Context: an optimization exercise on an open-source flow, tuned for small area, a short achievable clock period and few clock cycles. The choices shown serve that exercise and are no tape-out recipe.

## wip/umber
==> module gf_decomp_mul, before the edit <==
module gf_decomp_mul (
    input  wire        clk,
    input  wire        rst,
    input  wire        cmd_valid,
    output wire        cmd_ready,
    input  wire [7:0]  cmd_op,
    input  wire [1:0]  cmd_ksel,
    input  wire [63:0] cmd_a,
    input  wire [63:0] cmd_b,
    output wire        rsp_valid,
    input  wire        rsp_ready,
    output wire [3:0]  rsp_cc,
    output wire [63:0] rsp_result
);
    localparam OP_CFG   = 8'h04;
    localparam OP_NBM   = 8'h30;
    localparam OP_BLDRT = 8'h31;
    localparam OP_RTRD  = 8'h32;
    localparam OP_MSL8  = 8'h33;
    localparam OP_MODRB = 8'h34;
    localparam OP_MULD  = 8'h35;
    localparam CC_OK      = 3'd0;
    localparam CC_ILLEGAL = 3'd1;
    localparam CC_NOCFG   = 3'd2;
    localparam CC_WIDTH   = 3'd3;
    localparam CC_OPERAND = 3'd4;
    localparam CC_TABLE   = 3'd5;
    reg        cfg_valid;
    reg        k16;           
    reg [15:0] poly;
    reg        rt_valid;
    localparam MK = 4;                  
    localparam [2:0] MSTEPS = 16 / MK;
    reg [15:0] mu;                      
    reg [2:0]  mcnt;                    
    reg        pend;                    
    reg        pend_bldrt;              
    reg [2:0]  cc_q;
    reg [31:0] x_q;
    reg [7:0]  p_q;
    wire rsp_v = pend && !(pend_bldrt && mcnt != 3'd0);
    assign rsp_valid = rsp_v;
    assign rsp_cc    = {1'b0, cc_q};
    assign cmd_ready = !pend || (rsp_v && rsp_ready);
    wire fire = cmd_valid && cmd_ready;
    wire is_cfg   = (cmd_op == OP_CFG);
    wire is_nbm   = (cmd_op == OP_NBM);
    wire is_bldrt = (cmd_op == OP_BLDRT);
    wire is_rtrd  = (cmd_op == OP_RTRD);
    wire is_msl8  = (cmd_op == OP_MSL8);
    wire is_modrb = (cmd_op == OP_MODRB);
    wire is_muld  = (cmd_op == OP_MULD);
    wire is_field = is_bldrt | is_rtrd | is_msl8 | is_modrb | is_muld;
    wire a_hi32 = |cmd_a[63:32];
    wire a_hi16 = a_hi32 | (|cmd_a[31:16]);
    wire a_hi8  = a_hi16 | (|cmd_a[15:8]);
    wire a_hi4  = a_hi8  | (|cmd_a[7:4]);
    wire b_hi16 = |cmd_b[63:16];
    wire b_hi4  = b_hi16 | (|cmd_b[15:4]);
    reg cfg_bad;
    always @(*) begin
        case (cmd_ksel)
            2'd0: cfg_bad = a_hi4;
            2'd1: cfg_bad = a_hi8;
            2'd2: cfg_bad = a_hi16;
            default: cfg_bad = a_hi32;
        endcase
    end
    wire field_bad = (is_rtrd & a_hi8) | (is_msl8 & a_hi16) |
                     (is_modrb & a_hi32) | (is_muld & (a_hi16 | b_hi16));
    reg [2:0] cc;
    always @(*) begin
        if (is_cfg)
            cc = cfg_bad ? CC_OPERAND : CC_OK;
        else if (is_nbm)
            cc = (a_hi8 | b_hi4) ? CC_OPERAND : CC_OK;
        else if (is_field) begin
            if (!cfg_valid)
                cc = CC_NOCFG;
            else if (!k16)
                cc = CC_WIDTH;
            else if (field_bad)
                cc = CC_OPERAND;
            else if (!is_bldrt && !rt_valid)
                cc = CC_TABLE;
            else
                cc = CC_OK;
        end else
            cc = CC_ILLEGAL;
    end
    wire ok = (cc == CC_OK);
    wire [15:0] A = cmd_a[15:0];
    wire [15:0] B = cmd_b[15:0];
    reg [30:0] prod;
    integer i;
    always @(*) begin
        prod = 31'd0;
        for (i = 0; i < 16; i = i + 1)
            if (B[i]) prod = prod ^ ({15'd0, A} << i);
    end
    wire sel_mul   = is_muld | is_nbm;
    wire sel_modrb = is_modrb;
    wire sel_msl8  = is_msl8;
    wire sel_rtrd  = is_rtrd;
    wire [31:0] X = ({32{sel_mul}}   & {1'b0, prod})
                  | ({32{sel_modrb}} & cmd_a[31:0])
                  | ({32{sel_msl8}}  & {8'd0, cmd_a[15:0], 8'd0})
                  | ({32{sel_rtrd}}  & {cmd_a[15:0], 16'd0});
    function [15:0] mulx;
        input [15:0] v;
        input [15:0] p;
        begin
            mulx = {v[14:0], 1'b0} ^ (p & {16{v[15]}});
        end
    endfunction
    function [15:0] mu_step;
        input [15:0] w;
        input [15:0] p;
        integer i;
        reg nb;
        begin
            nb = 1'b0;
            for (i = 0; i < 16; i = i + 1)
                nb = nb ^ (p[i] & w[15-i]);
            mu_step = {w[14:0], nb};
        end
    endfunction
    reg [15:0] mstep [0:MK];
    integer j, m;
    always @(*) begin
        mstep[0] = mu;
        for (j = 0; j < MK; j = j + 1)
            mstep[j+1] = mu_step(mstep[j], poly);
    end
    wire [15:0] Xh = X[31:16];
    reg  [7:0]  q_hi;
    reg  [7:0]  p_lo;
    always @(*) begin
        for (j = 8; j < 16; j = j + 1) begin
            q_hi[j-8] = Xh[j];
            for (m = j + 1; m < 16; m = m + 1)
                q_hi[j-8] = q_hi[j-8] ^ (Xh[m] & mu[j+16-m]);
        end
        for (j = 0; j < 8; j = j + 1) begin
            p_lo[j] = 1'b0;
            for (m = 8; m < 16; m = m + 1)
                p_lo[j] = p_lo[j] ^ (Xh[m] & mu[j+16-m]);
        end
    end
    wire [31:0] x_d = {q_hi, X[23:0]};
    wire [15:0] xl = x_q[15:0];
    wire [7:0]  hl = x_q[23:16];
    wire [7:0]  qh = x_q[31:24];
    wire [7:0]  pl = p_q;
    reg  [7:0]  ql;
    always @(*) begin
        for (j = 0; j < 8; j = j + 1) begin
            ql[j] = hl[j] ^ pl[j];
            for (m = j + 1; m < 8; m = m + 1)
                ql[j] = ql[j] ^ (hl[m] & mu[j+16-m]);
        end
    end
    wire [15:0] q = {qh, ql};
    reg  [30:0] qp;
    always @(*) begin
        qp = 31'd0;
        for (j = 0; j < 16; j = j + 1)
            if (poly[j]) qp = qp ^ ({15'd0, q} << j);
    end
    wire [15:0] red = xl ^ qp[15:0];
    assign rsp_result = {48'd0, red};
    always @(posedge clk) begin
        if (fire && ok && is_cfg)
            mu <= 16'h0001;
        else if (mcnt != 3'd0)
            mu <= mstep[MK];
    end
    always @(posedge clk) begin
        if (rst) begin
            pend       <= 1'b0;
            pend_bldrt <= 1'b0;
            mcnt       <= 3'd0;
            cfg_valid  <= 1'b0;
            k16        <= 1'b0;
            poly       <= 16'd0;
            rt_valid   <= 1'b0;
        end else begin
            if (mcnt != 3'd0)
                mcnt <= mcnt - 3'd1;
            if (rsp_v && rsp_ready)
                pend <= 1'b0;
            if (fire) begin
                pend       <= 1'b1;
                pend_bldrt <= is_bldrt;
                if (ok && is_cfg) begin
                    cfg_valid <= 1'b1;
                    k16       <= (cmd_ksel == 2'd2);
                    poly      <= cmd_a[15:0];
                    rt_valid  <= 1'b0;
                    mcnt      <= MSTEPS;
                end
                if (ok && is_bldrt)
                    rt_valid <= 1'b1;
            end
        end
    end
    always @(posedge clk) begin
        if (cmd_ready) begin
            cc_q <= cc;
            x_q  <= x_d & {32{ok}};
            p_q  <= p_lo & {8{ok}};
        end
    end
endmodule
Settings: LEC_CHECK=0, CAP_MARGIN=20, CORE_MARGIN=2, CORE_UTILIZATION=35, PLACE_DENSITY=0.55, SETUP_SLACK_MARGIN=3, SLEW_MARGIN=20, SYNTH_MEMORY_MAX_BITS=65536; clock period 8.0 ns.
standard.sh (not shown) runs the stock make flow with config.mk's settings and CLKGATE_MAP_FILE= SYNTH_SCRIPT=/design/flow/synth_recipe.tcl, a recipe that flattens the netlist after the stock synthesis.
==> flow/flow/run.sh <==
#!/bin/bash
# The standard layout (the standard.sh: ORFS synthesis through finish),
# with one change: the port buffers that global placement inserts on every
# input and output are sky130_fd_sc_hd__buf_1 instead of the cell buffer_ports
# picks by default (clkdlybuf4s50_1, a delay cell); timing repair resizes
# them as needed.
set -euo pipefail
cd "$(dirname "$0")/.."
export BUFFER_PORTS_ARGS="-buffer_cell sky130_fd_sc_hd__buf_1"
bash standard.sh > standard_make.log 2>&1
--- input diff wip/umber..wip/nickel ---
--- a/flow/design.v
+++ b/flow/design.v
@@ -31,6 +31,7 @@
     reg        rt_valid;
     localparam MK = 4;                  
     localparam [2:0] MSTEPS = 16 / MK;
+    reg [15:0] mv;                      
     reg [15:0] mu;                      
     reg [2:0]  mcnt;                    
     reg        pend;                    
@@ -38,6 +39,7 @@
     reg [2:0]  cc_q;
     reg [31:0] x_q;
     reg [7:0]  p_q;
+    reg        ok_q;
     wire rsp_v = pend && !(pend_bldrt && mcnt != 3'd0);
     assign rsp_valid = rsp_v;
     assign rsp_cc    = {1'b0, cc_q};
@@ -113,24 +115,15 @@
             mulx = {v[14:0], 1'b0} ^ (p & {16{v[15]}});
         end
     endfunction
-    function [15:0] mu_step;
-        input [15:0] w;
-        input [15:0] p;
-        integer i;
-        reg nb;
-        begin
-            nb = 1'b0;
-            for (i = 0; i < 16; i = i + 1)
-                nb = nb ^ (p[i] & w[15-i]);
-            mu_step = {w[14:0], nb};
-        end
-    endfunction
     reg [15:0] mstep [0:MK];
+    reg [MK-1:0] mbits;
     integer j, m;
     always @(*) begin
-        mstep[0] = mu;
-        for (j = 0; j < MK; j = j + 1)
-            mstep[j+1] = mu_step(mstep[j], poly);
+        mstep[0] = mv;
+        for (j = 0; j < MK; j = j + 1) begin
+            mbits[MK-1-j] = mstep[j][15];
+            mstep[j+1] = mulx(mstep[j], poly);
+        end
     end
     wire [15:0] Xh = X[31:16];
     reg  [7:0]  q_hi;
@@ -148,10 +141,10 @@
         end
     end
     wire [31:0] x_d = {q_hi, X[23:0]};
-    wire [15:0] xl = x_q[15:0];
-    wire [7:0]  hl = x_q[23:16];
-    wire [7:0]  qh = x_q[31:24];
-    wire [7:0]  pl = p_q;
+    wire [15:0] xl = x_q[15:0]  & {16{ok_q}};
+    wire [7:0]  hl = x_q[23:16] & {8{ok_q}};
+    wire [7:0]  qh = x_q[31:24] & {8{ok_q}};
+    wire [7:0]  pl = p_q        & {8{ok_q}};
     reg  [7:0]  ql;
     always @(*) begin
         for (j = 0; j < 8; j = j + 1) begin
@@ -170,10 +163,12 @@
     wire [15:0] red = xl ^ qp[15:0];
     assign rsp_result = {48'd0, red};
     always @(posedge clk) begin
-        if (fire && ok && is_cfg)
-            mu <= 16'h0001;
-        else if (mcnt != 3'd0)
-            mu <= mstep[MK];
+        if (fire && ok && is_cfg) begin
+            mv <= cmd_a[15:0];
+        end else if (mcnt != 3'd0) begin
+            mv <= mstep[MK];
+            mu <= {mu[15-MK:0], mbits};
+        end
     end
     always @(posedge clk) begin
         if (rst) begin
@@ -207,8 +202,9 @@
     always @(posedge clk) begin
         if (cmd_ready) begin
             cc_q <= cc;
-            x_q  <= x_d & {32{ok}};
-            p_q  <= p_lo & {8{ok}};
+            x_q  <= x_d;
+            p_q  <= p_lo;
+            ok_q <= ok;
         end
     end
 endmodule
Results
Per the final summary, wip/nickel finished and its layout is clean on timing, DRC and antenna. Per the comparison of wip/nickel with wip/umber, post-synthesis to final-layout area growth did not really move; worst setup slack went down. Via count delta (wip/umber -> wip/nickel): insignificant. Going from wip/umber to wip/nickel, number of cells on the worst hold path shrinks by 2. Maximum frequency shrinks by a few percent when moving from wip/umber to wip/nickel. The area share of buffers outside the clock network of wip/umber and that of wip/nickel are within noise of each other.
No functional check of the RTL was part of any run of this note.

-- separate check: timing with driven ports --
The flow's constraints put no driver on any port. The routed layouts listed below were extracted and timed again, unchanged, in two steps.
Step 1 (the two cells are an assumption about what drives the block):
set clk [get_ports {clk}]
set_driving_cell -lib_cell sky130_fd_sc_hd__clkbuf_16 $clk
set_driving_cell -lib_cell sky130_fd_sc_hd__buf_2 [delete_from_list [all_inputs] $clk]
Step 2 moves the port delays by t, midway between the first and last clock arrival at a register: inputs arrive t later, outputs are due t later. That takes back most of the time a late clock gives input paths.
a / b / c = no drivers / after step 1 / after step 2; a / b = the first two.
run | shift t [ns] | slack for setup (ns) | hold slack, ns | worst setup path at the end | cell pins on the clock port's net
wip/umber | 0.387 | 3.328 / 3.283 / 3.223 | 0.476 / 0.476 / 0.476 | input to register | 1
wip/nickel | 0.387 | 3.224 / 3.184 / 3.029 | 0.441 / 0.441 / 0.441 | input to register | 1
After both steps setup and hold are still met in every run listed. For wip/nickel, which loses most, drivers alone change the setup slack by -0.040 ns; drivers and shift together by -0.195 ns.
